This design comes from an exercise in tuning for small area, a short achievable clock period and few clock cycles per item on the open sky130 flow, not from production work. In this exercise RTL edits were held to simulation tests only and were not proved equivalent to the original. Power and IR drop assume default switching activity.

==> design/flow/config.mk <==
export PLATFORM = sky130hd
export DESIGN_NAME = chunked_transition_lut_fsm
export DESIGN_NICKNAME = chunked_transition_lut_fsm
export VERILOG_FILES = /design/flow/design.v
export SDC_FILE = /design/flow/constraint.sdc
export NUM_CORES = 4
export LEC_CHECK = 0
export CAP_MARGIN = 20
export CORE_MARGIN = 2
export CORE_UTILIZATION = 40
export SLEW_MARGIN = 20
==> design/flow/constraint.sdc <==
create_clock -name core_clock -period 10.0 [get_ports {clk}]
set_input_delay 2.0000 -clock core_clock [delete_from_list [all_inputs] [get_ports {clk}]]
set_output_delay 2.0000 -clock core_clock [all_outputs]
set_load 0.01 [all_outputs]
==> design/flow/design.v <==
module ctl_rom (
    input  wire [1:0] sel,
    input  wire [7:0] addr,
    output reg  [7:0] data
);
    reg [7:0] hfwd, hrev, mfwd, mrev;
    always @(*) begin
        case (addr)
            8'h00: hfwd = 8'h40;
            8'h01: hfwd = 8'h01;
            8'h02: hfwd = 8'hce;
            8'h03: hfwd = 8'h4f;
            8'h04: hfwd = 8'h10;
            8'h05: hfwd = 8'hd3;
            8'h06: hfwd = 8'h54;
            8'h07: hfwd = 8'h15;
            8'h08: hfwd = 8'h83;
            8'h09: hfwd = 8'h02;
            8'h0a: hfwd = 8'hcd;
            8'h0b: hfwd = 8'h8c;
            8'h0c: hfwd = 8'h51;
            8'h0d: hfwd = 8'h52;
            8'h0e: hfwd = 8'h97;
            8'h0f: hfwd = 8'h16;
            8'h10: hfwd = 8'h04;
            8'h11: hfwd = 8'hc7;
            8'h12: hfwd = 8'h08;
            8'h13: hfwd = 8'hcb;
            8'h14: hfwd = 8'h9e;
            8'h15: hfwd = 8'h9d;
            8'h16: hfwd = 8'h58;
            8'h17: hfwd = 8'h19;
            8'h18: hfwd = 8'h45;
            8'h19: hfwd = 8'h46;
            8'h1a: hfwd = 8'h49;
            8'h1b: hfwd = 8'h4a;
            8'h1c: hfwd = 8'h1f;
            8'h1d: hfwd = 8'hdc;
            8'h1e: hfwd = 8'h9b;
            8'h1f: hfwd = 8'h1a;
            8'h20: hfwd = 8'hba;
            8'h21: hfwd = 8'hb9;
            8'h22: hfwd = 8'hb6;
            8'h23: hfwd = 8'hb5;
            8'h24: hfwd = 8'h20;
            8'h25: hfwd = 8'he3;
            8'h26: hfwd = 8'h64;
            8'h27: hfwd = 8'h25;
            8'h28: hfwd = 8'h3b;
            8'h29: hfwd = 8'hf8;
            8'h2a: hfwd = 8'h37;
            8'h2b: hfwd = 8'hf4;
            8'h2c: hfwd = 8'h61;
            8'h2d: hfwd = 8'h62;
            8'h2e: hfwd = 8'ha7;
            8'h2f: hfwd = 8'h26;
            8'h30: hfwd = 8'h7c;
            8'h31: hfwd = 8'h3d;
            8'h32: hfwd = 8'hf2;
            8'h33: hfwd = 8'h73;
            8'h34: hfwd = 8'hae;
            8'h35: hfwd = 8'had;
            8'h36: hfwd = 8'h68;
            8'h37: hfwd = 8'h29;
            8'h38: hfwd = 8'hbf;
            8'h39: hfwd = 8'h3e;
            8'h3a: hfwd = 8'hf1;
            8'h3b: hfwd = 8'hb0;
            8'h3c: hfwd = 8'h2f;
            8'h3d: hfwd = 8'hec;
            8'h3e: hfwd = 8'hab;
            8'h3f: hfwd = 8'h2a;
            8'h40: hfwd = 8'h00;
            8'h41: hfwd = 8'hc3;
            8'h42: hfwd = 8'h44;
            8'h43: hfwd = 8'h05;
            8'h44: hfwd = 8'hfa;
            8'h45: hfwd = 8'h7b;
            8'h46: hfwd = 8'h3c;
            8'h47: hfwd = 8'hff;
            8'h48: hfwd = 8'h41;
            8'h49: hfwd = 8'h42;
            8'h4a: hfwd = 8'h87;
            8'h4b: hfwd = 8'h06;
            8'h4c: hfwd = 8'hf9;
            8'h4d: hfwd = 8'hb8;
            8'h4e: hfwd = 8'h7d;
            8'h4f: hfwd = 8'h7e;
            8'h50: hfwd = 8'h8e;
            8'h51: hfwd = 8'h8d;
            8'h52: hfwd = 8'h48;
            8'h53: hfwd = 8'h09;
            8'h54: hfwd = 8'hf6;
            8'h55: hfwd = 8'h77;
            8'h56: hfwd = 8'hb2;
            8'h57: hfwd = 8'hb1;
            8'h58: hfwd = 8'h0f;
            8'h59: hfwd = 8'hcc;
            8'h5a: hfwd = 8'h8b;
            8'h5b: hfwd = 8'h0a;
            8'h5c: hfwd = 8'hf5;
            8'h5d: hfwd = 8'hb4;
            8'h5e: hfwd = 8'h33;
            8'h5f: hfwd = 8'hf0;
            8'h60: hfwd = 8'h50;
            8'h61: hfwd = 8'h11;
            8'h62: hfwd = 8'hde;
            8'h63: hfwd = 8'h5f;
            8'h64: hfwd = 8'h60;
            8'h65: hfwd = 8'h21;
            8'h66: hfwd = 8'hee;
            8'h67: hfwd = 8'h6f;
            8'h68: hfwd = 8'h93;
            8'h69: hfwd = 8'h12;
            8'h6a: hfwd = 8'hdd;
            8'h6b: hfwd = 8'h9c;
            8'h6c: hfwd = 8'ha3;
            8'h6d: hfwd = 8'h22;
            8'h6e: hfwd = 8'hed;
            8'h6f: hfwd = 8'hac;
            8'h70: hfwd = 8'h14;
            8'h71: hfwd = 8'hd7;
            8'h72: hfwd = 8'h18;
            8'h73: hfwd = 8'hdb;
            8'h74: hfwd = 8'h24;
            8'h75: hfwd = 8'he7;
            8'h76: hfwd = 8'h28;
            8'h77: hfwd = 8'heb;
            8'h78: hfwd = 8'h55;
            8'h79: hfwd = 8'h56;
            8'h7a: hfwd = 8'h59;
            8'h7b: hfwd = 8'h5a;
            8'h7c: hfwd = 8'h65;
            8'h7d: hfwd = 8'h66;
            8'h7e: hfwd = 8'h69;
            8'h7f: hfwd = 8'h6a;
            8'h80: hfwd = 8'haa;
            8'h81: hfwd = 8'ha9;
            8'h82: hfwd = 8'ha6;
            8'h83: hfwd = 8'ha5;
            8'h84: hfwd = 8'h9a;
            8'h85: hfwd = 8'h99;
            8'h86: hfwd = 8'h96;
            8'h87: hfwd = 8'h95;
            8'h88: hfwd = 8'h2b;
            8'h89: hfwd = 8'he8;
            8'h8a: hfwd = 8'h27;
            8'h8b: hfwd = 8'he4;
            8'h8c: hfwd = 8'h1b;
            8'h8d: hfwd = 8'hd8;
            8'h8e: hfwd = 8'h17;
            8'h8f: hfwd = 8'hd4;
            8'h90: hfwd = 8'h6c;
            8'h91: hfwd = 8'h2d;
            8'h92: hfwd = 8'he2;
            8'h93: hfwd = 8'h63;
            8'h94: hfwd = 8'h5c;
            8'h95: hfwd = 8'h1d;
            8'h96: hfwd = 8'hd2;
            8'h97: hfwd = 8'h53;
            8'h98: hfwd = 8'haf;
            8'h99: hfwd = 8'h2e;
            8'h9a: hfwd = 8'he1;
            8'h9b: hfwd = 8'ha0;
            8'h9c: hfwd = 8'h9f;
            8'h9d: hfwd = 8'h1e;
            8'h9e: hfwd = 8'hd1;
            8'h9f: hfwd = 8'h90;
            8'ha0: hfwd = 8'h30;
            8'ha1: hfwd = 8'hf3;
            8'ha2: hfwd = 8'h74;
            8'ha3: hfwd = 8'h35;
            8'ha4: hfwd = 8'hca;
            8'ha5: hfwd = 8'h4b;
            8'ha6: hfwd = 8'h0c;
            8'ha7: hfwd = 8'hcf;
            8'ha8: hfwd = 8'h71;
            8'ha9: hfwd = 8'h72;
            8'haa: hfwd = 8'hb7;
            8'hab: hfwd = 8'h36;
            8'hac: hfwd = 8'hc9;
            8'had: hfwd = 8'h88;
            8'hae: hfwd = 8'h4d;
            8'haf: hfwd = 8'h4e;
            8'hb0: hfwd = 8'hbe;
            8'hb1: hfwd = 8'hbd;
            8'hb2: hfwd = 8'h78;
            8'hb3: hfwd = 8'h39;
            8'hb4: hfwd = 8'hc6;
            8'hb5: hfwd = 8'h47;
            8'hb6: hfwd = 8'h82;
            8'hb7: hfwd = 8'h81;
            8'hb8: hfwd = 8'h3f;
            8'hb9: hfwd = 8'hfc;
            8'hba: hfwd = 8'hbb;
            8'hbb: hfwd = 8'h3a;
            8'hbc: hfwd = 8'hc5;
            8'hbd: hfwd = 8'h84;
            8'hbe: hfwd = 8'h03;
            8'hbf: hfwd = 8'hc0;
            8'hc0: hfwd = 8'hea;
            8'hc1: hfwd = 8'h6b;
            8'hc2: hfwd = 8'h2c;
            8'hc3: hfwd = 8'hef;
            8'hc4: hfwd = 8'h70;
            8'hc5: hfwd = 8'h31;
            8'hc6: hfwd = 8'hfe;
            8'hc7: hfwd = 8'h7f;
            8'hc8: hfwd = 8'he9;
            8'hc9: hfwd = 8'ha8;
            8'hca: hfwd = 8'h6d;
            8'hcb: hfwd = 8'h6e;
            8'hcc: hfwd = 8'hb3;
            8'hcd: hfwd = 8'h32;
            8'hce: hfwd = 8'hfd;
            8'hcf: hfwd = 8'hbc;
            8'hd0: hfwd = 8'he6;
            8'hd1: hfwd = 8'h67;
            8'hd2: hfwd = 8'ha2;
            8'hd3: hfwd = 8'ha1;
            8'hd4: hfwd = 8'h34;
            8'hd5: hfwd = 8'hf7;
            8'hd6: hfwd = 8'h38;
            8'hd7: hfwd = 8'hfb;
            8'hd8: hfwd = 8'he5;
            8'hd9: hfwd = 8'ha4;
            8'hda: hfwd = 8'h23;
            8'hdb: hfwd = 8'he0;
            8'hdc: hfwd = 8'h75;
            8'hdd: hfwd = 8'h76;
            8'hde: hfwd = 8'h79;
            8'hdf: hfwd = 8'h7a;
            8'he0: hfwd = 8'hda;
            8'he1: hfwd = 8'h5b;
            8'he2: hfwd = 8'h1c;
            8'he3: hfwd = 8'hdf;
            8'he4: hfwd = 8'h8a;
            8'he5: hfwd = 8'h89;
            8'he6: hfwd = 8'h86;
            8'he7: hfwd = 8'h85;
            8'he8: hfwd = 8'hd9;
            8'he9: hfwd = 8'h98;
            8'hea: hfwd = 8'h5d;
            8'heb: hfwd = 8'h5e;
            8'hec: hfwd = 8'h0b;
            8'hed: hfwd = 8'hc8;
            8'hee: hfwd = 8'h07;
            8'hef: hfwd = 8'hc4;
            8'hf0: hfwd = 8'hd6;
            8'hf1: hfwd = 8'h57;
            8'hf2: hfwd = 8'h92;
            8'hf3: hfwd = 8'h91;
            8'hf4: hfwd = 8'h4c;
            8'hf5: hfwd = 8'h0d;
            8'hf6: hfwd = 8'hc2;
            8'hf7: hfwd = 8'h43;
            8'hf8: hfwd = 8'hd5;
            8'hf9: hfwd = 8'h94;
            8'hfa: hfwd = 8'h13;
            8'hfb: hfwd = 8'hd0;
            8'hfc: hfwd = 8'h8f;
            8'hfd: hfwd = 8'h0e;
            8'hfe: hfwd = 8'hc1;
            8'hff: hfwd = 8'h80;
            default: hfwd = 8'h00;
        endcase
    end
    always @(*) begin
        case (addr)
            8'h00: hrev = 8'h40;
            8'h01: hrev = 8'h01;
            8'h02: hrev = 8'h09;
            8'h03: hrev = 8'h88;
            8'h04: hrev = 8'h10;
            8'h05: hrev = 8'h58;
            8'h06: hrev = 8'h59;
            8'h07: hrev = 8'hd1;
            8'h08: hrev = 8'h12;
            8'h09: hrev = 8'h5a;
            8'h0a: hrev = 8'h5b;
            8'h0b: hrev = 8'hd3;
            8'h0c: hrev = 8'h8b;
            8'h0d: hrev = 8'hca;
            8'h0e: hrev = 8'hc2;
            8'h0f: hrev = 8'h43;
            8'h10: hrev = 8'h04;
            8'h11: hrev = 8'h4c;
            8'h12: hrev = 8'h4d;
            8'h13: hrev = 8'hc5;
            8'h14: hrev = 8'h46;
            8'h15: hrev = 8'h07;
            8'h16: hrev = 8'h0f;
            8'h17: hrev = 8'h8e;
            8'h18: hrev = 8'h56;
            8'h19: hrev = 8'h17;
            8'h1a: hrev = 8'h1f;
            8'h1b: hrev = 8'h9e;
            8'h1c: hrev = 8'hdd;
            8'h1d: hrev = 8'h95;
            8'h1e: hrev = 8'h94;
            8'h1f: hrev = 8'h1c;
            8'h20: hrev = 8'h24;
            8'h21: hrev = 8'h6c;
            8'h22: hrev = 8'h6d;
            8'h23: hrev = 8'he5;
            8'h24: hrev = 8'h66;
            8'h25: hrev = 8'h27;
            8'h26: hrev = 8'h2f;
            8'h27: hrev = 8'hae;
            8'h28: hrev = 8'h76;
            8'h29: hrev = 8'h37;
            8'h2a: hrev = 8'h3f;
            8'h2b: hrev = 8'hbe;
            8'h2c: hrev = 8'hfd;
            8'h2d: hrev = 8'hb5;
            8'h2e: hrev = 8'hb4;
            8'h2f: hrev = 8'h3c;
            8'h30: hrev = 8'hbb;
            8'h31: hrev = 8'hfa;
            8'h32: hrev = 8'hf2;
            8'h33: hrev = 8'h73;
            8'h34: hrev = 8'heb;
            8'h35: hrev = 8'ha3;
            8'h36: hrev = 8'ha2;
            8'h37: hrev = 8'h2a;
            8'h38: hrev = 8'he9;
            8'h39: hrev = 8'ha1;
            8'h3a: hrev = 8'ha0;
            8'h3b: hrev = 8'h28;
            8'h3c: hrev = 8'h70;
            8'h3d: hrev = 8'h31;
            8'h3e: hrev = 8'h39;
            8'h3f: hrev = 8'hb8;
            8'h40: hrev = 8'h00;
            8'h41: hrev = 8'h48;
            8'h42: hrev = 8'h49;
            8'h43: hrev = 8'hc1;
            8'h44: hrev = 8'h42;
            8'h45: hrev = 8'h03;
            8'h46: hrev = 8'h0b;
            8'h47: hrev = 8'h8a;
            8'h48: hrev = 8'h52;
            8'h49: hrev = 8'h13;
            8'h4a: hrev = 8'h1b;
            8'h4b: hrev = 8'h9a;
            8'h4c: hrev = 8'hd9;
            8'h4d: hrev = 8'h91;
            8'h4e: hrev = 8'h90;
            8'h4f: hrev = 8'h18;
            8'h50: hrev = 8'h60;
            8'h51: hrev = 8'h21;
            8'h52: hrev = 8'h29;
            8'h53: hrev = 8'ha8;
            8'h54: hrev = 8'h30;
            8'h55: hrev = 8'h78;
            8'h56: hrev = 8'h79;
            8'h57: hrev = 8'hf1;
            8'h58: hrev = 8'h32;
            8'h59: hrev = 8'h7a;
            8'h5a: hrev = 8'h7b;
            8'h5b: hrev = 8'hf3;
            8'h5c: hrev = 8'hab;
            8'h5d: hrev = 8'hea;
            8'h5e: hrev = 8'he2;
            8'h5f: hrev = 8'h63;
            8'h60: hrev = 8'h64;
            8'h61: hrev = 8'h25;
            8'h62: hrev = 8'h2d;
            8'h63: hrev = 8'hac;
            8'h64: hrev = 8'h34;
            8'h65: hrev = 8'h7c;
            8'h66: hrev = 8'h7d;
            8'h67: hrev = 8'hf5;
            8'h68: hrev = 8'h36;
            8'h69: hrev = 8'h7e;
            8'h6a: hrev = 8'h7f;
            8'h6b: hrev = 8'hf7;
            8'h6c: hrev = 8'haf;
            8'h6d: hrev = 8'hee;
            8'h6e: hrev = 8'he6;
            8'h6f: hrev = 8'h67;
            8'h70: hrev = 8'hdf;
            8'h71: hrev = 8'h97;
            8'h72: hrev = 8'h96;
            8'h73: hrev = 8'h1e;
            8'h74: hrev = 8'h9d;
            8'h75: hrev = 8'hdc;
            8'h76: hrev = 8'hd4;
            8'h77: hrev = 8'h55;
            8'h78: hrev = 8'h8d;
            8'h79: hrev = 8'hcc;
            8'h7a: hrev = 8'hc4;
            8'h7b: hrev = 8'h45;
            8'h7c: hrev = 8'h06;
            8'h7d: hrev = 8'h4e;
            8'h7e: hrev = 8'h4f;
            8'h7f: hrev = 8'hc7;
            8'h80: hrev = 8'hff;
            8'h81: hrev = 8'hb7;
            8'h82: hrev = 8'hb6;
            8'h83: hrev = 8'h3e;
            8'h84: hrev = 8'hbd;
            8'h85: hrev = 8'hfc;
            8'h86: hrev = 8'hf4;
            8'h87: hrev = 8'h75;
            8'h88: hrev = 8'had;
            8'h89: hrev = 8'hec;
            8'h8a: hrev = 8'he4;
            8'h8b: hrev = 8'h65;
            8'h8c: hrev = 8'h26;
            8'h8d: hrev = 8'h6e;
            8'h8e: hrev = 8'h6f;
            8'h8f: hrev = 8'he7;
            8'h90: hrev = 8'h9f;
            8'h91: hrev = 8'hde;
            8'h92: hrev = 8'hd6;
            8'h93: hrev = 8'h57;
            8'h94: hrev = 8'hcf;
            8'h95: hrev = 8'h87;
            8'h96: hrev = 8'h86;
            8'h97: hrev = 8'h0e;
            8'h98: hrev = 8'hcd;
            8'h99: hrev = 8'h85;
            8'h9a: hrev = 8'h84;
            8'h9b: hrev = 8'h0c;
            8'h9c: hrev = 8'h54;
            8'h9d: hrev = 8'h15;
            8'h9e: hrev = 8'h1d;
            8'h9f: hrev = 8'h9c;
            8'ha0: hrev = 8'h9b;
            8'ha1: hrev = 8'hda;
            8'ha2: hrev = 8'hd2;
            8'ha3: hrev = 8'h53;
            8'ha4: hrev = 8'hcb;
            8'ha5: hrev = 8'h83;
            8'ha6: hrev = 8'h82;
            8'ha7: hrev = 8'h0a;
            8'ha8: hrev = 8'hc9;
            8'ha9: hrev = 8'h81;
            8'haa: hrev = 8'h80;
            8'hab: hrev = 8'h08;
            8'hac: hrev = 8'h50;
            8'had: hrev = 8'h11;
            8'hae: hrev = 8'h19;
            8'haf: hrev = 8'h98;
            8'hb0: hrev = 8'h20;
            8'hb1: hrev = 8'h68;
            8'hb2: hrev = 8'h69;
            8'hb3: hrev = 8'he1;
            8'hb4: hrev = 8'h62;
            8'hb5: hrev = 8'h23;
            8'hb6: hrev = 8'h2b;
            8'hb7: hrev = 8'haa;
            8'hb8: hrev = 8'h72;
            8'hb9: hrev = 8'h33;
            8'hba: hrev = 8'h3b;
            8'hbb: hrev = 8'hba;
            8'hbc: hrev = 8'hf9;
            8'hbd: hrev = 8'hb1;
            8'hbe: hrev = 8'hb0;
            8'hbf: hrev = 8'h38;
            8'hc0: hrev = 8'hbf;
            8'hc1: hrev = 8'hfe;
            8'hc2: hrev = 8'hf6;
            8'hc3: hrev = 8'h77;
            8'hc4: hrev = 8'hef;
            8'hc5: hrev = 8'ha7;
            8'hc6: hrev = 8'ha6;
            8'hc7: hrev = 8'h2e;
            8'hc8: hrev = 8'hed;
            8'hc9: hrev = 8'ha5;
            8'hca: hrev = 8'ha4;
            8'hcb: hrev = 8'h2c;
            8'hcc: hrev = 8'h74;
            8'hcd: hrev = 8'h35;
            8'hce: hrev = 8'h3d;
            8'hcf: hrev = 8'hbc;
            8'hd0: hrev = 8'hfb;
            8'hd1: hrev = 8'hb3;
            8'hd2: hrev = 8'hb2;
            8'hd3: hrev = 8'h3a;
            8'hd4: hrev = 8'hb9;
            8'hd5: hrev = 8'hf8;
            8'hd6: hrev = 8'hf0;
            8'hd7: hrev = 8'h71;
            8'hd8: hrev = 8'ha9;
            8'hd9: hrev = 8'he8;
            8'hda: hrev = 8'he0;
            8'hdb: hrev = 8'h61;
            8'hdc: hrev = 8'h22;
            8'hdd: hrev = 8'h6a;
            8'hde: hrev = 8'h6b;
            8'hdf: hrev = 8'he3;
            8'he0: hrev = 8'hdb;
            8'he1: hrev = 8'h93;
            8'he2: hrev = 8'h92;
            8'he3: hrev = 8'h1a;
            8'he4: hrev = 8'h99;
            8'he5: hrev = 8'hd8;
            8'he6: hrev = 8'hd0;
            8'he7: hrev = 8'h51;
            8'he8: hrev = 8'h89;
            8'he9: hrev = 8'hc8;
            8'hea: hrev = 8'hc0;
            8'heb: hrev = 8'h41;
            8'hec: hrev = 8'h02;
            8'hed: hrev = 8'h4a;
            8'hee: hrev = 8'h4b;
            8'hef: hrev = 8'hc3;
            8'hf0: hrev = 8'h44;
            8'hf1: hrev = 8'h05;
            8'hf2: hrev = 8'h0d;
            8'hf3: hrev = 8'h8c;
            8'hf4: hrev = 8'h14;
            8'hf5: hrev = 8'h5c;
            8'hf6: hrev = 8'h5d;
            8'hf7: hrev = 8'hd5;
            8'hf8: hrev = 8'h16;
            8'hf9: hrev = 8'h5e;
            8'hfa: hrev = 8'h5f;
            8'hfb: hrev = 8'hd7;
            8'hfc: hrev = 8'h8f;
            8'hfd: hrev = 8'hce;
            8'hfe: hrev = 8'hc6;
            8'hff: hrev = 8'h47;
            default: hrev = 8'h00;
        endcase
    end
    always @(*) begin
        case (addr)
            8'h00: mfwd = 8'h15;
            8'h01: mfwd = 8'h16;
            8'h02: mfwd = 8'h19;
            8'h03: mfwd = 8'h1a;
            8'h04: mfwd = 8'h25;
            8'h05: mfwd = 8'h26;
            8'h06: mfwd = 8'h29;
            8'h07: mfwd = 8'h2a;
            8'h08: mfwd = 8'h54;
            8'h09: mfwd = 8'h97;
            8'h0a: mfwd = 8'h58;
            8'h0b: mfwd = 8'h9b;
            8'h0c: mfwd = 8'h64;
            8'h0d: mfwd = 8'ha7;
            8'h0e: mfwd = 8'h68;
            8'h0f: mfwd = 8'hab;
            8'h10: mfwd = 8'hd3;
            8'h11: mfwd = 8'h52;
            8'h12: mfwd = 8'h9d;
            8'h13: mfwd = 8'hdc;
            8'h14: mfwd = 8'he3;
            8'h15: mfwd = 8'h62;
            8'h16: mfwd = 8'had;
            8'h17: mfwd = 8'hec;
            8'h18: mfwd = 8'h10;
            8'h19: mfwd = 8'h51;
            8'h1a: mfwd = 8'h9e;
            8'h1b: mfwd = 8'h1f;
            8'h1c: mfwd = 8'h20;
            8'h1d: mfwd = 8'h61;
            8'h1e: mfwd = 8'hae;
            8'h1f: mfwd = 8'h2f;
            8'h20: mfwd = 8'h4f;
            8'h21: mfwd = 8'h8c;
            8'h22: mfwd = 8'hcb;
            8'h23: mfwd = 8'h4a;
            8'h24: mfwd = 8'hb5;
            8'h25: mfwd = 8'hf4;
            8'h26: mfwd = 8'h73;
            8'h27: mfwd = 8'hb0;
            8'h28: mfwd = 8'hce;
            8'h29: mfwd = 8'hcd;
            8'h2a: mfwd = 8'h08;
            8'h2b: mfwd = 8'h49;
            8'h2c: mfwd = 8'hb6;
            8'h2d: mfwd = 8'h37;
            8'h2e: mfwd = 8'hf2;
            8'h2f: mfwd = 8'hf1;
            8'h30: mfwd = 8'h01;
            8'h31: mfwd = 8'h02;
            8'h32: mfwd = 8'hc7;
            8'h33: mfwd = 8'h46;
            8'h34: mfwd = 8'hb9;
            8'h35: mfwd = 8'hf8;
            8'h36: mfwd = 8'h3d;
            8'h37: mfwd = 8'h3e;
            8'h38: mfwd = 8'h40;
            8'h39: mfwd = 8'h83;
            8'h3a: mfwd = 8'h04;
            8'h3b: mfwd = 8'h45;
            8'h3c: mfwd = 8'hba;
            8'h3d: mfwd = 8'h3b;
            8'h3e: mfwd = 8'h7c;
            8'h3f: mfwd = 8'hbf;
            8'h40: mfwd = 8'hff;
            8'h41: mfwd = 8'h7e;
            8'h42: mfwd = 8'hb1;
            8'h43: mfwd = 8'hf0;
            8'h44: mfwd = 8'h6f;
            8'h45: mfwd = 8'hac;
            8'h46: mfwd = 8'heb;
            8'h47: mfwd = 8'h6a;
            8'h48: mfwd = 8'h3c;
            8'h49: mfwd = 8'h7d;
            8'h4a: mfwd = 8'hb2;
            8'h4b: mfwd = 8'h33;
            8'h4c: mfwd = 8'hee;
            8'h4d: mfwd = 8'hed;
            8'h4e: mfwd = 8'h28;
            8'h4f: mfwd = 8'h69;
            8'h50: mfwd = 8'h7b;
            8'h51: mfwd = 8'hb8;
            8'h52: mfwd = 8'h77;
            8'h53: mfwd = 8'hb4;
            8'h54: mfwd = 8'h21;
            8'h55: mfwd = 8'h22;
            8'h56: mfwd = 8'he7;
            8'h57: mfwd = 8'h66;
            8'h58: mfwd = 8'hfa;
            8'h59: mfwd = 8'hf9;
            8'h5a: mfwd = 8'hf6;
            8'h5b: mfwd = 8'hf5;
            8'h5c: mfwd = 8'h60;
            8'h5d: mfwd = 8'ha3;
            8'h5e: mfwd = 8'h24;
            8'h5f: mfwd = 8'h65;
            8'h60: mfwd = 8'h05;
            8'h61: mfwd = 8'h06;
            8'h62: mfwd = 8'h09;
            8'h63: mfwd = 8'h0a;
            8'h64: mfwd = 8'h5f;
            8'h65: mfwd = 8'h9c;
            8'h66: mfwd = 8'hdb;
            8'h67: mfwd = 8'h5a;
            8'h68: mfwd = 8'h44;
            8'h69: mfwd = 8'h87;
            8'h6a: mfwd = 8'h48;
            8'h6b: mfwd = 8'h8b;
            8'h6c: mfwd = 8'hde;
            8'h6d: mfwd = 8'hdd;
            8'h6e: mfwd = 8'h18;
            8'h6f: mfwd = 8'h59;
            8'h70: mfwd = 8'hc3;
            8'h71: mfwd = 8'h42;
            8'h72: mfwd = 8'h8d;
            8'h73: mfwd = 8'hcc;
            8'h74: mfwd = 8'h11;
            8'h75: mfwd = 8'h12;
            8'h76: mfwd = 8'hd7;
            8'h77: mfwd = 8'h56;
            8'h78: mfwd = 8'h00;
            8'h79: mfwd = 8'h41;
            8'h7a: mfwd = 8'h8e;
            8'h7b: mfwd = 8'h0f;
            8'h7c: mfwd = 8'h50;
            8'h7d: mfwd = 8'h93;
            8'h7e: mfwd = 8'h14;
            8'h7f: mfwd = 8'h55;
            8'h80: mfwd = 8'h95;
            8'h81: mfwd = 8'hd4;
            8'h82: mfwd = 8'h53;
            8'h83: mfwd = 8'h90;
            8'h84: mfwd = 8'hcf;
            8'h85: mfwd = 8'h4e;
            8'h86: mfwd = 8'h81;
            8'h87: mfwd = 8'hc0;
            8'h88: mfwd = 8'h96;
            8'h89: mfwd = 8'h17;
            8'h8a: mfwd = 8'hd2;
            8'h8b: mfwd = 8'hd1;
            8'h8c: mfwd = 8'h0c;
            8'h8d: mfwd = 8'h4d;
            8'h8e: mfwd = 8'h82;
            8'h8f: mfwd = 8'h03;
            8'h90: mfwd = 8'h99;
            8'h91: mfwd = 8'hd8;
            8'h92: mfwd = 8'h1d;
            8'h93: mfwd = 8'h1e;
            8'h94: mfwd = 8'h4b;
            8'h95: mfwd = 8'h88;
            8'h96: mfwd = 8'h47;
            8'h97: mfwd = 8'h84;
            8'h98: mfwd = 8'h9a;
            8'h99: mfwd = 8'h1b;
            8'h9a: mfwd = 8'h5c;
            8'h9b: mfwd = 8'h9f;
            8'h9c: mfwd = 8'hca;
            8'h9d: mfwd = 8'hc9;
            8'h9e: mfwd = 8'hc6;
            8'h9f: mfwd = 8'hc5;
            8'ha0: mfwd = 8'ha5;
            8'ha1: mfwd = 8'he4;
            8'ha2: mfwd = 8'h63;
            8'ha3: mfwd = 8'ha0;
            8'ha4: mfwd = 8'h35;
            8'ha5: mfwd = 8'h36;
            8'ha6: mfwd = 8'h39;
            8'ha7: mfwd = 8'h3a;
            8'ha8: mfwd = 8'ha6;
            8'ha9: mfwd = 8'h27;
            8'haa: mfwd = 8'he2;
            8'hab: mfwd = 8'he1;
            8'hac: mfwd = 8'h74;
            8'had: mfwd = 8'hb7;
            8'hae: mfwd = 8'h78;
            8'haf: mfwd = 8'hbb;
            8'hb0: mfwd = 8'ha9;
            8'hb1: mfwd = 8'he8;
            8'hb2: mfwd = 8'h2d;
            8'hb3: mfwd = 8'h2e;
            8'hb4: mfwd = 8'hf3;
            8'hb5: mfwd = 8'h72;
            8'hb6: mfwd = 8'hbd;
            8'hb7: mfwd = 8'hfc;
            8'hb8: mfwd = 8'haa;
            8'hb9: mfwd = 8'h2b;
            8'hba: mfwd = 8'h6c;
            8'hbb: mfwd = 8'haf;
            8'hbc: mfwd = 8'h30;
            8'hbd: mfwd = 8'h71;
            8'hbe: mfwd = 8'hbe;
            8'hbf: mfwd = 8'h3f;
            8'hc0: mfwd = 8'h7f;
            8'hc1: mfwd = 8'hbc;
            8'hc2: mfwd = 8'hfb;
            8'hc3: mfwd = 8'h7a;
            8'hc4: mfwd = 8'h85;
            8'hc5: mfwd = 8'hc4;
            8'hc6: mfwd = 8'h43;
            8'hc7: mfwd = 8'h80;
            8'hc8: mfwd = 8'hfe;
            8'hc9: mfwd = 8'hfd;
            8'hca: mfwd = 8'h38;
            8'hcb: mfwd = 8'h79;
            8'hcc: mfwd = 8'h86;
            8'hcd: mfwd = 8'h07;
            8'hce: mfwd = 8'hc2;
            8'hcf: mfwd = 8'hc1;
            8'hd0: mfwd = 8'h31;
            8'hd1: mfwd = 8'h32;
            8'hd2: mfwd = 8'hf7;
            8'hd3: mfwd = 8'h76;
            8'hd4: mfwd = 8'h89;
            8'hd5: mfwd = 8'hc8;
            8'hd6: mfwd = 8'h0d;
            8'hd7: mfwd = 8'h0e;
            8'hd8: mfwd = 8'h70;
            8'hd9: mfwd = 8'hb3;
            8'hda: mfwd = 8'h34;
            8'hdb: mfwd = 8'h75;
            8'hdc: mfwd = 8'h8a;
            8'hdd: mfwd = 8'h0b;
            8'hde: mfwd = 8'h4c;
            8'hdf: mfwd = 8'h8f;
            8'he0: mfwd = 8'hef;
            8'he1: mfwd = 8'h6e;
            8'he2: mfwd = 8'ha1;
            8'he3: mfwd = 8'he0;
            8'he4: mfwd = 8'hdf;
            8'he5: mfwd = 8'h5e;
            8'he6: mfwd = 8'h91;
            8'he7: mfwd = 8'hd0;
            8'he8: mfwd = 8'h2c;
            8'he9: mfwd = 8'h6d;
            8'hea: mfwd = 8'ha2;
            8'heb: mfwd = 8'h23;
            8'hec: mfwd = 8'h1c;
            8'hed: mfwd = 8'h5d;
            8'hee: mfwd = 8'h92;
            8'hef: mfwd = 8'h13;
            8'hf0: mfwd = 8'h6b;
            8'hf1: mfwd = 8'ha8;
            8'hf2: mfwd = 8'h67;
            8'hf3: mfwd = 8'ha4;
            8'hf4: mfwd = 8'h5b;
            8'hf5: mfwd = 8'h98;
            8'hf6: mfwd = 8'h57;
            8'hf7: mfwd = 8'h94;
            8'hf8: mfwd = 8'hea;
            8'hf9: mfwd = 8'he9;
            8'hfa: mfwd = 8'he6;
            8'hfb: mfwd = 8'he5;
            8'hfc: mfwd = 8'hda;
            8'hfd: mfwd = 8'hd9;
            8'hfe: mfwd = 8'hd6;
            8'hff: mfwd = 8'hd5;
            default: mfwd = 8'h00;
        endcase
    end
    always @(*) begin
        case (addr)
            8'h00: mrev = 8'h78;
            8'h01: mrev = 8'h30;
            8'h02: mrev = 8'h31;
            8'h03: mrev = 8'hb9;
            8'h04: mrev = 8'h3a;
            8'h05: mrev = 8'h7b;
            8'h06: mrev = 8'h73;
            8'h07: mrev = 8'hf2;
            8'h08: mrev = 8'h2a;
            8'h09: mrev = 8'h6b;
            8'h0a: mrev = 8'h63;
            8'h0b: mrev = 8'he2;
            8'h0c: mrev = 8'ha1;
            8'h0d: mrev = 8'he9;
            8'h0e: mrev = 8'he8;
            8'h0f: mrev = 8'h60;
            8'h10: mrev = 8'h18;
            8'h11: mrev = 8'h59;
            8'h12: mrev = 8'h51;
            8'h13: mrev = 8'hd0;
            8'h14: mrev = 8'h48;
            8'h15: mrev = 8'h00;
            8'h16: mrev = 8'h01;
            8'h17: mrev = 8'h89;
            8'h18: mrev = 8'h4a;
            8'h19: mrev = 8'h02;
            8'h1a: mrev = 8'h03;
            8'h1b: mrev = 8'h8b;
            8'h1c: mrev = 8'hd3;
            8'h1d: mrev = 8'h92;
            8'h1e: mrev = 8'h9a;
            8'h1f: mrev = 8'h1b;
            8'h20: mrev = 8'h1c;
            8'h21: mrev = 8'h5d;
            8'h22: mrev = 8'h55;
            8'h23: mrev = 8'hd4;
            8'h24: mrev = 8'h4c;
            8'h25: mrev = 8'h04;
            8'h26: mrev = 8'h05;
            8'h27: mrev = 8'h8d;
            8'h28: mrev = 8'h4e;
            8'h29: mrev = 8'h06;
            8'h2a: mrev = 8'h07;
            8'h2b: mrev = 8'h8f;
            8'h2c: mrev = 8'hd7;
            8'h2d: mrev = 8'h96;
            8'h2e: mrev = 8'h9e;
            8'h2f: mrev = 8'h1f;
            8'h30: mrev = 8'ha7;
            8'h31: mrev = 8'hef;
            8'h32: mrev = 8'hee;
            8'h33: mrev = 8'h66;
            8'h34: mrev = 8'he5;
            8'h35: mrev = 8'ha4;
            8'h36: mrev = 8'hac;
            8'h37: mrev = 8'h2d;
            8'h38: mrev = 8'hf5;
            8'h39: mrev = 8'hb4;
            8'h3a: mrev = 8'hbc;
            8'h3b: mrev = 8'h3d;
            8'h3c: mrev = 8'h7e;
            8'h3d: mrev = 8'h36;
            8'h3e: mrev = 8'h37;
            8'h3f: mrev = 8'hbf;
            8'h40: mrev = 8'h38;
            8'h41: mrev = 8'h79;
            8'h42: mrev = 8'h71;
            8'h43: mrev = 8'hf0;
            8'h44: mrev = 8'h68;
            8'h45: mrev = 8'h20;
            8'h46: mrev = 8'h21;
            8'h47: mrev = 8'ha9;
            8'h48: mrev = 8'h6a;
            8'h49: mrev = 8'h22;
            8'h4a: mrev = 8'h23;
            8'h4b: mrev = 8'hab;
            8'h4c: mrev = 8'hf3;
            8'h4d: mrev = 8'hb2;
            8'h4e: mrev = 8'hba;
            8'h4f: mrev = 8'h3b;
            8'h50: mrev = 8'h7c;
            8'h51: mrev = 8'h34;
            8'h52: mrev = 8'h35;
            8'h53: mrev = 8'hbd;
            8'h54: mrev = 8'h3e;
            8'h55: mrev = 8'h7f;
            8'h56: mrev = 8'h77;
            8'h57: mrev = 8'hf6;
            8'h58: mrev = 8'h2e;
            8'h59: mrev = 8'h6f;
            8'h5a: mrev = 8'h67;
            8'h5b: mrev = 8'he6;
            8'h5c: mrev = 8'ha5;
            8'h5d: mrev = 8'hed;
            8'h5e: mrev = 8'hec;
            8'h5f: mrev = 8'h64;
            8'h60: mrev = 8'h5c;
            8'h61: mrev = 8'h14;
            8'h62: mrev = 8'h15;
            8'h63: mrev = 8'h9d;
            8'h64: mrev = 8'h1e;
            8'h65: mrev = 8'h5f;
            8'h66: mrev = 8'h57;
            8'h67: mrev = 8'hd6;
            8'h68: mrev = 8'h0e;
            8'h69: mrev = 8'h4f;
            8'h6a: mrev = 8'h47;
            8'h6b: mrev = 8'hc6;
            8'h6c: mrev = 8'h85;
            8'h6d: mrev = 8'hcd;
            8'h6e: mrev = 8'hcc;
            8'h6f: mrev = 8'h44;
            8'h70: mrev = 8'hc3;
            8'h71: mrev = 8'h82;
            8'h72: mrev = 8'h8a;
            8'h73: mrev = 8'h0b;
            8'h74: mrev = 8'h93;
            8'h75: mrev = 8'hdb;
            8'h76: mrev = 8'hda;
            8'h77: mrev = 8'h52;
            8'h78: mrev = 8'h91;
            8'h79: mrev = 8'hd9;
            8'h7a: mrev = 8'hd8;
            8'h7b: mrev = 8'h50;
            8'h7c: mrev = 8'h08;
            8'h7d: mrev = 8'h49;
            8'h7e: mrev = 8'h41;
            8'h7f: mrev = 8'hc0;
            8'h80: mrev = 8'hc7;
            8'h81: mrev = 8'h86;
            8'h82: mrev = 8'h8e;
            8'h83: mrev = 8'h0f;
            8'h84: mrev = 8'h97;
            8'h85: mrev = 8'hdf;
            8'h86: mrev = 8'hde;
            8'h87: mrev = 8'h56;
            8'h88: mrev = 8'h95;
            8'h89: mrev = 8'hdd;
            8'h8a: mrev = 8'hdc;
            8'h8b: mrev = 8'h54;
            8'h8c: mrev = 8'h0c;
            8'h8d: mrev = 8'h4d;
            8'h8e: mrev = 8'h45;
            8'h8f: mrev = 8'hc4;
            8'h90: mrev = 8'h83;
            8'h91: mrev = 8'hcb;
            8'h92: mrev = 8'hca;
            8'h93: mrev = 8'h42;
            8'h94: mrev = 8'hc1;
            8'h95: mrev = 8'h80;
            8'h96: mrev = 8'h88;
            8'h97: mrev = 8'h09;
            8'h98: mrev = 8'hd1;
            8'h99: mrev = 8'h90;
            8'h9a: mrev = 8'h98;
            8'h9b: mrev = 8'h19;
            8'h9c: mrev = 8'h5a;
            8'h9d: mrev = 8'h12;
            8'h9e: mrev = 8'h13;
            8'h9f: mrev = 8'h9b;
            8'ha0: mrev = 8'ha3;
            8'ha1: mrev = 8'heb;
            8'ha2: mrev = 8'hea;
            8'ha3: mrev = 8'h62;
            8'ha4: mrev = 8'he1;
            8'ha5: mrev = 8'ha0;
            8'ha6: mrev = 8'ha8;
            8'ha7: mrev = 8'h29;
            8'ha8: mrev = 8'hf1;
            8'ha9: mrev = 8'hb0;
            8'haa: mrev = 8'hb8;
            8'hab: mrev = 8'h39;
            8'hac: mrev = 8'h7a;
            8'had: mrev = 8'h32;
            8'hae: mrev = 8'h33;
            8'haf: mrev = 8'hbb;
            8'hb0: mrev = 8'h3c;
            8'hb1: mrev = 8'h7d;
            8'hb2: mrev = 8'h75;
            8'hb3: mrev = 8'hf4;
            8'hb4: mrev = 8'h6c;
            8'hb5: mrev = 8'h24;
            8'hb6: mrev = 8'h25;
            8'hb7: mrev = 8'had;
            8'hb8: mrev = 8'h6e;
            8'hb9: mrev = 8'h26;
            8'hba: mrev = 8'h27;
            8'hbb: mrev = 8'haf;
            8'hbc: mrev = 8'hf7;
            8'hbd: mrev = 8'hb6;
            8'hbe: mrev = 8'hbe;
            8'hbf: mrev = 8'h3f;
            8'hc0: mrev = 8'h87;
            8'hc1: mrev = 8'hcf;
            8'hc2: mrev = 8'hce;
            8'hc3: mrev = 8'h46;
            8'hc4: mrev = 8'hc5;
            8'hc5: mrev = 8'h84;
            8'hc6: mrev = 8'h8c;
            8'hc7: mrev = 8'h0d;
            8'hc8: mrev = 8'hd5;
            8'hc9: mrev = 8'h94;
            8'hca: mrev = 8'h9c;
            8'hcb: mrev = 8'h1d;
            8'hcc: mrev = 8'h5e;
            8'hcd: mrev = 8'h16;
            8'hce: mrev = 8'h17;
            8'hcf: mrev = 8'h9f;
            8'hd0: mrev = 8'he7;
            8'hd1: mrev = 8'ha6;
            8'hd2: mrev = 8'hae;
            8'hd3: mrev = 8'h2f;
            8'hd4: mrev = 8'hb7;
            8'hd5: mrev = 8'hff;
            8'hd6: mrev = 8'hfe;
            8'hd7: mrev = 8'h76;
            8'hd8: mrev = 8'hb5;
            8'hd9: mrev = 8'hfd;
            8'hda: mrev = 8'hfc;
            8'hdb: mrev = 8'h74;
            8'hdc: mrev = 8'h2c;
            8'hdd: mrev = 8'h6d;
            8'hde: mrev = 8'h65;
            8'hdf: mrev = 8'he4;
            8'he0: mrev = 8'he3;
            8'he1: mrev = 8'ha2;
            8'he2: mrev = 8'haa;
            8'he3: mrev = 8'h2b;
            8'he4: mrev = 8'hb3;
            8'he5: mrev = 8'hfb;
            8'he6: mrev = 8'hfa;
            8'he7: mrev = 8'h72;
            8'he8: mrev = 8'hb1;
            8'he9: mrev = 8'hf9;
            8'hea: mrev = 8'hf8;
            8'heb: mrev = 8'h70;
            8'hec: mrev = 8'h28;
            8'hed: mrev = 8'h69;
            8'hee: mrev = 8'h61;
            8'hef: mrev = 8'he0;
            8'hf0: mrev = 8'h58;
            8'hf1: mrev = 8'h10;
            8'hf2: mrev = 8'h11;
            8'hf3: mrev = 8'h99;
            8'hf4: mrev = 8'h1a;
            8'hf5: mrev = 8'h5b;
            8'hf6: mrev = 8'h53;
            8'hf7: mrev = 8'hd2;
            8'hf8: mrev = 8'h0a;
            8'hf9: mrev = 8'h4b;
            8'hfa: mrev = 8'h43;
            8'hfb: mrev = 8'hc2;
            8'hfc: mrev = 8'h81;
            8'hfd: mrev = 8'hc9;
            8'hfe: mrev = 8'hc8;
            8'hff: mrev = 8'h40;
            default: mrev = 8'h00;
        endcase
    end
    always @(*) begin
        case (sel)
            2'd0:    data = hfwd;
            2'd1:    data = hrev;
            2'd2:    data = mfwd;
            default: data = mrev;
        endcase
    end
endmodule
module chunked_transition_lut_fsm (
    input  wire         clk,
    input  wire         rst,
    input  wire         start,
    input  wire [15:0]  cmd,
    input  wire [63:0]  xin,
    input  wire [63:0]  yin,
    input  wire [127:0] hin,
    output wire         busy,
    output wire         done,
    output wire         fault,
    output wire [1:0]   cause,
    output wire [127:0] hout,
    output wire [63:0]  xout,
    output wire [63:0]  yout
);
    localparam [1:0] PH_IDLE = 2'd0;
    localparam [1:0] PH_RUN  = 2'd1;
    localparam [1:0] PH_DONE = 2'd2;
    localparam [1:0] CAUSE_NONE        = 2'd0;
    localparam [1:0] CAUSE_ILLEGAL_CMD = 2'd1;
    localparam [1:0] CAUSE_ORDER_RANGE = 2'd2;
    reg [1:0]         phase;
    reg [15:0]        cmdr;
    reg               fault_r;
    reg [1:0]         cause_r;
    reg [63:0]        xr;
    reg [63:0]        yr;
    reg [127:0]       hr;
    reg [127:0]       acch;
    reg [63:0]        accx;
    reg [63:0]        accy;
    reg signed [7:0]  sh;
    reg [1:0]         st;
    reg               inv;
    assign busy  = (phase == PH_RUN);
    assign done  = (phase == PH_DONE);
    assign fault = fault_r;
    assign cause = cause_r;
    assign hout  = acch;
    assign xout  = accx;
    assign yout  = accy;
    function [7:0] bitlen64;
        input [63:0] v;
        integer i;
        begin
            bitlen64 = 8'd0;
            for (i = 0; i < 64; i = i + 1)
                if (v[i]) bitlen64 = i + 1;
        end
    endfunction
    function [7:0] bitlen128;
        input [127:0] v;
        integer i;
        begin
            bitlen128 = 8'd0;
            for (i = 0; i < 128; i = i + 1)
                if (v[i]) bitlen128 = i + 1;
        end
    endfunction
    wire       c_var   = cmd[12];
    wire       c_dir   = cmd[11];
    wire       c_auto  = cmd[10];
    wire [1:0] c_wsel  = cmd[9:8];
    wire [7:0] c_order = cmd[7:0];
    wire       c_p     = cmd[0];
    wire [7:0] w_bits = 8'd8 << c_wsel;
    reg [63:0]  cmask;
    reg [127:0] hmask;
    always @(*) begin
        case (c_wsel)
            2'd0: begin cmask = 64'h0000_0000_0000_00ff; hmask = {112'd0, 16'hffff}; end
            2'd1: begin cmask = 64'h0000_0000_0000_ffff; hmask = {96'd0, 32'hffff_ffff}; end
            2'd2: begin cmask = 64'h0000_0000_ffff_ffff; hmask = {64'd0, {64{1'b1}}}; end
            default: begin cmask = {64{1'b1}}; hmask = {128{1'b1}}; end
        endcase
    end
    wire [63:0]  x_m = xin & cmask;
    wire [63:0]  y_m = yin & cmask;
    wire [127:0] h_m = hin & hmask;
    wire illegal   = (cmd[15:13] != 3'd0) || (c_var && c_auto);
    wire order_bad = !c_auto && (c_order > w_bits);
    wire [7:0] clz_w   = w_bits - bitlen64(x_m | y_m);
    wire [7:0] clz_2w  = (w_bits << 1) - bitlen128(h_m);
    wire [7:0] n_henca = w_bits - (clz_w & 8'hfe) + {7'd0, c_p};
    wire [7:0] n_hdeca = w_bits - ((clz_2w >> 1) & 8'hfe) + {7'd0, c_p};
    wire [7:0] om1      = c_order - 8'd1;
    wire       m_top    = (c_order != 8'd0);
    wire       me_xb    = x_m[om1[5:0]];
    wire       me_yb    = y_m[om1[5:0]];
    wire [1:0] me_q     = {me_xb, me_xb ^ me_yb};
    wire [127:0] h_top  = h_m >> {om1[6:0], 1'b0};
    wire [1:0] md_q     = h_top[1:0];
    wire       md_xb    = md_q[1];
    wire       md_yb    = md_q[1] ^ md_q[0];
    reg [7:0]   l_neng;
    reg [1:0]   l_st;
    reg         l_inv;
    reg [127:0] l_acch;
    reg [63:0]  l_accx;
    reg [63:0]  l_accy;
    always @(*) begin
        l_neng = c_order;
        l_st   = 2'd0;
        l_inv  = 1'b0;
        l_acch = 128'd0;
        l_accx = 64'd0;
        l_accy = 64'd0;
        if (!c_var) begin
            if (c_auto)
                l_neng = c_dir ? n_hdeca : n_henca;
        end else if (m_top) begin
            l_neng = om1;
            if (!c_dir) begin
                l_st   = me_xb ? 2'd3 : 2'd0;
                l_acch = {126'd0, me_q} << {om1[6:0], 1'b0};
            end else begin
                l_inv  = md_q[1];
                l_accx = {63'd0, md_xb} << om1[5:0];
                l_accy = {63'd0, md_yb} << om1[5:0];
            end
        end
    end
    wire       r_dir  = cmdr[11];
    wire       sh_neg = sh[7];
    wire [7:0] nsh    = -sh;
    wire [63:0]  x_sh  = sh_neg ? (xr << nsh) : (xr >> sh);
    wire [63:0]  y_sh  = sh_neg ? (yr << nsh) : (yr >> sh);
    wire [127:0] h_sh  = sh_neg ? (hr << {nsh, 1'b0}) : (hr >> {sh, 1'b0});
    wire [2:0] x3 = x_sh[2:0];
    wire [2:0] y3 = y_sh[2:0];
    wire [5:0] h6 = h_sh[5:0];
    wire [7:0] rom_addr = r_dir ? {st, h6} : {st, x3, y3};
    wire [7:0] rom_data;
    ctl_rom u_rom (
        .sel  (cmdr[12:11]),
        .addr (rom_addr),
        .data (rom_data)
    );
    wire [5:0] e_h6 = rom_data[5:0];
    wire [2:0] e_x3 = rom_data[5:3] ^ {3{inv}};
    wire [2:0] e_y3 = rom_data[2:0] ^ {3{inv}};
    wire [127:0] h_ins = sh_neg ? ({122'd0, e_h6} >> {nsh, 1'b0})
                                : ({122'd0, e_h6} << {sh, 1'b0});
    wire [63:0]  x_ins = sh_neg ? ({61'd0, e_x3} >> nsh) : ({61'd0, e_x3} << sh);
    wire [63:0]  y_ins = sh_neg ? ({61'd0, e_y3} >> nsh) : ({61'd0, e_y3} << sh);
    wire last_chunk = sh_neg || (sh == 8'sd0);
    always @(posedge clk) begin
        if (rst) begin
            phase   <= PH_IDLE;
            fault_r <= 1'b0;
            cause_r <= CAUSE_NONE;
        end else if (phase == PH_RUN) begin
            st <= rom_data[7:6];
            if (r_dir) begin
                accx <= accx | x_ins;
                accy <= accy | y_ins;
            end else begin
                acch <= acch | h_ins;
            end
            if (last_chunk)
                phase <= PH_DONE;
            else
                sh <= sh - 8'sd3;
        end else if (start) begin
            cmdr <= cmd;
            if (illegal) begin
                fault_r <= 1'b1;
                cause_r <= CAUSE_ILLEGAL_CMD;
                phase   <= PH_DONE;
            end else if (order_bad) begin
                fault_r <= 1'b1;
                cause_r <= CAUSE_ORDER_RANGE;
                phase   <= PH_DONE;
            end else begin
                fault_r <= 1'b0;
                cause_r <= CAUSE_NONE;
                xr      <= x_m;
                yr      <= y_m;
                hr      <= h_m;
                st      <= l_st;
                inv     <= l_inv;
                sh      <= l_neng - 8'd3;
                if (c_dir) begin
                    accx <= l_accx;
                    accy <= l_accy;
                end else begin
                    acch <= l_acch;
                end
                phase <= (l_neng != 8'd0) ? PH_RUN : PH_DONE;
            end
        end
    end
endmodule
==> design/flow/run.sh <==
#!/bin/bash
# synth_recipe.tcl (not shown) runs the flow's synth.tcl, then flattens the netlist and writes it again
# the make line also repeats each setting of config.mk as NAME=value (left out here)
make -C /OpenROAD-flow-scripts/flow DESIGN_CONFIG=/design/flow/config.mk WORK_HOME=/design/flow/orfs CLKGATE_MAP_FILE= SYNTH_SCRIPT=/design/flow/synth_recipe.tcl finish
==> impl_metrics.py <==
metrics = {
    "place": {
        "pre_cts_slack_ps": 1385,
        "placed_area_sq_um": 46490,
        "numPortBuffers": 535,
        "gp_congestion": 1.038,
        "dpl.cell_count": 5718,
        "dp.final_hpwl_microns": 141600,
    },
    "sta": {
        "tns_ps": 0,
        "finalHoldViolCount": 0,
        "hold_slack_ps": 507.3,
        "rsz0062_at_grt": "false",
        "finalSetupViolations": 0,
        "finalMaxSlewViolations": 0,
        "skew_ps": 77.40,
        "fmax_ghz": 0.1233,
        "setup_slack_ps": 1889,
        "slew_headroom_pct": 18.88,
        "tightestPinTransition_ps": 1212,
        "fin_crit_sh_pct": 81.11,
        "fin_crit_ps": 8111,
    },
    "logic_synthesis": {
        "syn_avg_cell_area_sq_um": 9.752,
        "ys_top_cells_by_area": "edfxtp_1 (39%), mux4_2 (7.0%), mux2i_1 (5.3%)",
        "seq_area_frac_synth_pct": 39.73,
        "yosys-top-cells-count": "edfxtp_1 (525), nor2_1 (434), nand2_1 (348)",
        "yosysUniqueCellTypes": 108,
        "synthFlopType": "edfxtp_1",
        "synthCells": 4095,
        "synth-async-reset-ratio_pct": 0,
        "netlist_area_sq_um": 39940,
        "synth_edf_count": 525,
        "yosys_warnings": 2,
        "yosys.area.top_type": "edfxtp_1",
        "synth_nets": 4423,
        "synth_top_area_share_pct": 39.48,
        "yosysMostFrequentCell": "edfxtp_1",
        "synth_seq_cells": 530,
    },
    "clock_tree": {
        "hold_buffers": 0,
        "clock_path_buffers": 3,
        "clock_latency_ps": 700,
        "post_cts_buffers": 0,
        "cts_tree": "built",
        "clock-root-buffer": "clkbuf_16",
        "clk_pin_slew_ps": 60,
        "htree_levels": 2,
        "cts-buffers-inserted": 60,
        "clock_sinks": 530,
        "cts_resized": 0,
    },
    "hold_path": {
        "hp-class": "flop to flop",
        "min_from": "cause_r[1]$_SDFFE_PP0P_",
    },
    "drt": {
        "remaining_drc_errors": 0,
        "drtIter0Drc": 6502,
        "via_per_inst": 6.885,
        "drt_wl_total_microns": 186800,
        "wire_per_inst_microns": 32.03,
        "first_pass_iters": 6,
        "via_count": 40170,
        "antenna_left": 0,
    },
    "setup_path": {
        "cp_common_cell": "a21oi_1",
        "cp_max_fo": 6,
        "crit_arrival_ps": 8660,
        "worst_path_largest_cell_delay_ps": 610,
        "worstSetupStartpoint": "hin[28]",
        "cp.required_ps": 10550,
        "cpLargestDelayFamily": "compound AO/OA/AOI/OAI gates",
        "slowest_stage": "clkdlybuf4s50_1",
        "cp-start-kind": "input pin",
        "crit_type": "input pin to flop",
        "rr_startpoint": "sh[0]$_DFFE_PP_",
        "end_kind": "flop",
        "crit_buf_inv": 1,
    },
    "power": {
        "design_power_total_mw": 6.376,
        "leakagePower_nw": 16.73,
        "pwr-share-clk_pct": 36.5,
        "vdd_ir_drop_max_v": 0.0001612,
        "powerDensity_nw_per_um2": 131.4,
        "power.share.combinational_pct": 24.3,
        "switching_share_pct": 31.55,
        "pwr-share-seq_pct": 39.2,
        "internal_power_mw": 4.365,
        "p_switching_mw": 2.011,
    },
    "layout": {
        "syn2layout_area_growth_pct": 21.51,
        "stdcell_count": 5834,
        "nets": 4821,
        "final_util_pct": 49.16,
        "design_area_sq_um": 48530,
        "drive_gt1_share_pct": 10.14,
    },
    "die": {
        "die_h_microns": 320.0,
        "initial_core_util_pct": 40.46,
        "die-area_sq_um": 102400,
        "die_x_microns": 320.0,
        "ios": 536,
        "rows": 115,
        "coreArea_sq_um": 98710,
    },
    "global_route": {
        "grt_start_max_net_pins": 127,
        "grt_pass1_vias": 37160,
        "grt_usage_pct": 35.07,
        "grt-ovfl-total": 0,
        "antenna_found_initial": 11,
        "grt_pass1_wl_microns": 267400,
    },
    "status": {
        "status": "timing/DRC/antenna clean",
    },
    "job": {
        "maxCapViolations": 0,
    },
}
registers in the layout, indices dropped and copies added, names as in the netlist:
register	flops
acch	128
accx	64
accy	64
cause_r	2
cmdr	2
fault_r	1
hr	128
inv	1
phase	2
sh	8
st	2
xr	64
yr	64
kinds of logic after synthesis:
group / synth area share (%)
and+or+nand+nor: 17.08
AOI/OAI and AO/OA: 22.27
DFF: 39.73
buffers and inverters: 4.743
muxes: 13.16
xor gates and xnor gates: 1.357
adders and majority gates: 1.661
worst paths after layout:
kind,end,cells after the start,slack [ps]
worst max-delay path,phase[0]$_SDFFE_PP0P_,27,1890
worst min-delay path,cause_r[1]$_SDFFE_PP0P_,2,510
worst max register to register,accx[7]$_DFFE_PP_,18,1970
worst min register to register,cause_r[1]$_SDFFE_PP0P_,2,510
worst register-to-register path, delay by kind of cell (launching register included):
kind,cells,cell delay [ps]
fa+ha+maj,1,530
simple gates,3,1760
flops,1,520
buf+inv,3,1300
compound gates,10,3350
xor+xnor,1,260
cells in the final DEF (no fill, tap or decap), types with 24 or more instances in the layout:
cell type / count
o211ai_1: 47
and3_1: 131
ha_1: 52
clkinv_1: 24
clkdlybuf4s50_1: 532
o22ai_1: 79
clkbuf_16: 60
o21ai_0: 233
o31ai_1: 29
edfxtp_1: 525
nor3_1: 94
and2_1: 113
mux4_2: 124
nand3_1: 71
nand2b_1: 33
a221o_1: 103
nand2_1: 347
nor2_1: 431
xnor2_1: 46
o41ai_1: 27
a211oi_1: 63
a21oi_1: 193
a31oi_1: 42
a22oi_1: 73
inv_1: 82
mux2_2: 30
mux2i_1: 211
buf_4: 126
nor4_1: 61
o221ai_1: 78
power groups by stage:
stage,Sequential (mW),Clock (mW),Combinational [mW]
final,2.50,2.33,1.55
after global routing,2.50,2.41,1.62
after CTS,2.50,2.32,1.50
after detailed placement,2.55,0,1.49
after global placement,2.55,0,1.49
after floorplan,2.55,0,0.881
metal layers:
layer / vias to the layer above / global-route usage, % / share of wire, %
met3: 525 / 7.206 / 11
met1: 19710 / 48.16 / 40
li1: 16960 / - / -
met4: 14 / 17.48 / 6.0
met2: 2966 / 52.51 / 43
met5: - / 0 / 0.048
cell type report:
class                   instances  area [sq um]
well taps                    1287          1610
diodes                          2         5.005
fillers                      9273         50180
inverters                     102         390.4
multi-input cells            3137         22300
repair buffers                662          6336
clock buffers                  72          1546
flip-flops and latches        530         15870
clock inverters                42         474.2
Testbench counts, summed over its fixed seeds: cycles 60,561, items 8,000.

==> separate check: timing with driven ports <==
The flow's constraints put no driver on any port. The routed layout listed below was extracted and timed again, unchanged, in two steps. Step 1 (the two cells are an assumption about what drives the block):
set clk [get_ports {clk}]
set_driving_cell -lib_cell sky130_fd_sc_hd__clkbuf_16 $clk
set_driving_cell -lib_cell sky130_fd_sc_hd__buf_2 [delete_from_list [all_inputs] $clk]
Step 2 also shifts input and output timing later by t, the mid clock arrival at the registers, as if the neighbouring blocks saw the same clock. Three values: ideal ports, drivers, drivers and shift; two values: the first two.
shift t [ns]: 0.741
setup slack, ns: 1.889 / 1.946 / 1.205
worst setup path after step 2: input to register
After both steps this run still meets setup and hold. The setup slack of this run moves by +0.057 ns with the drivers and by -0.684 ns with both steps.
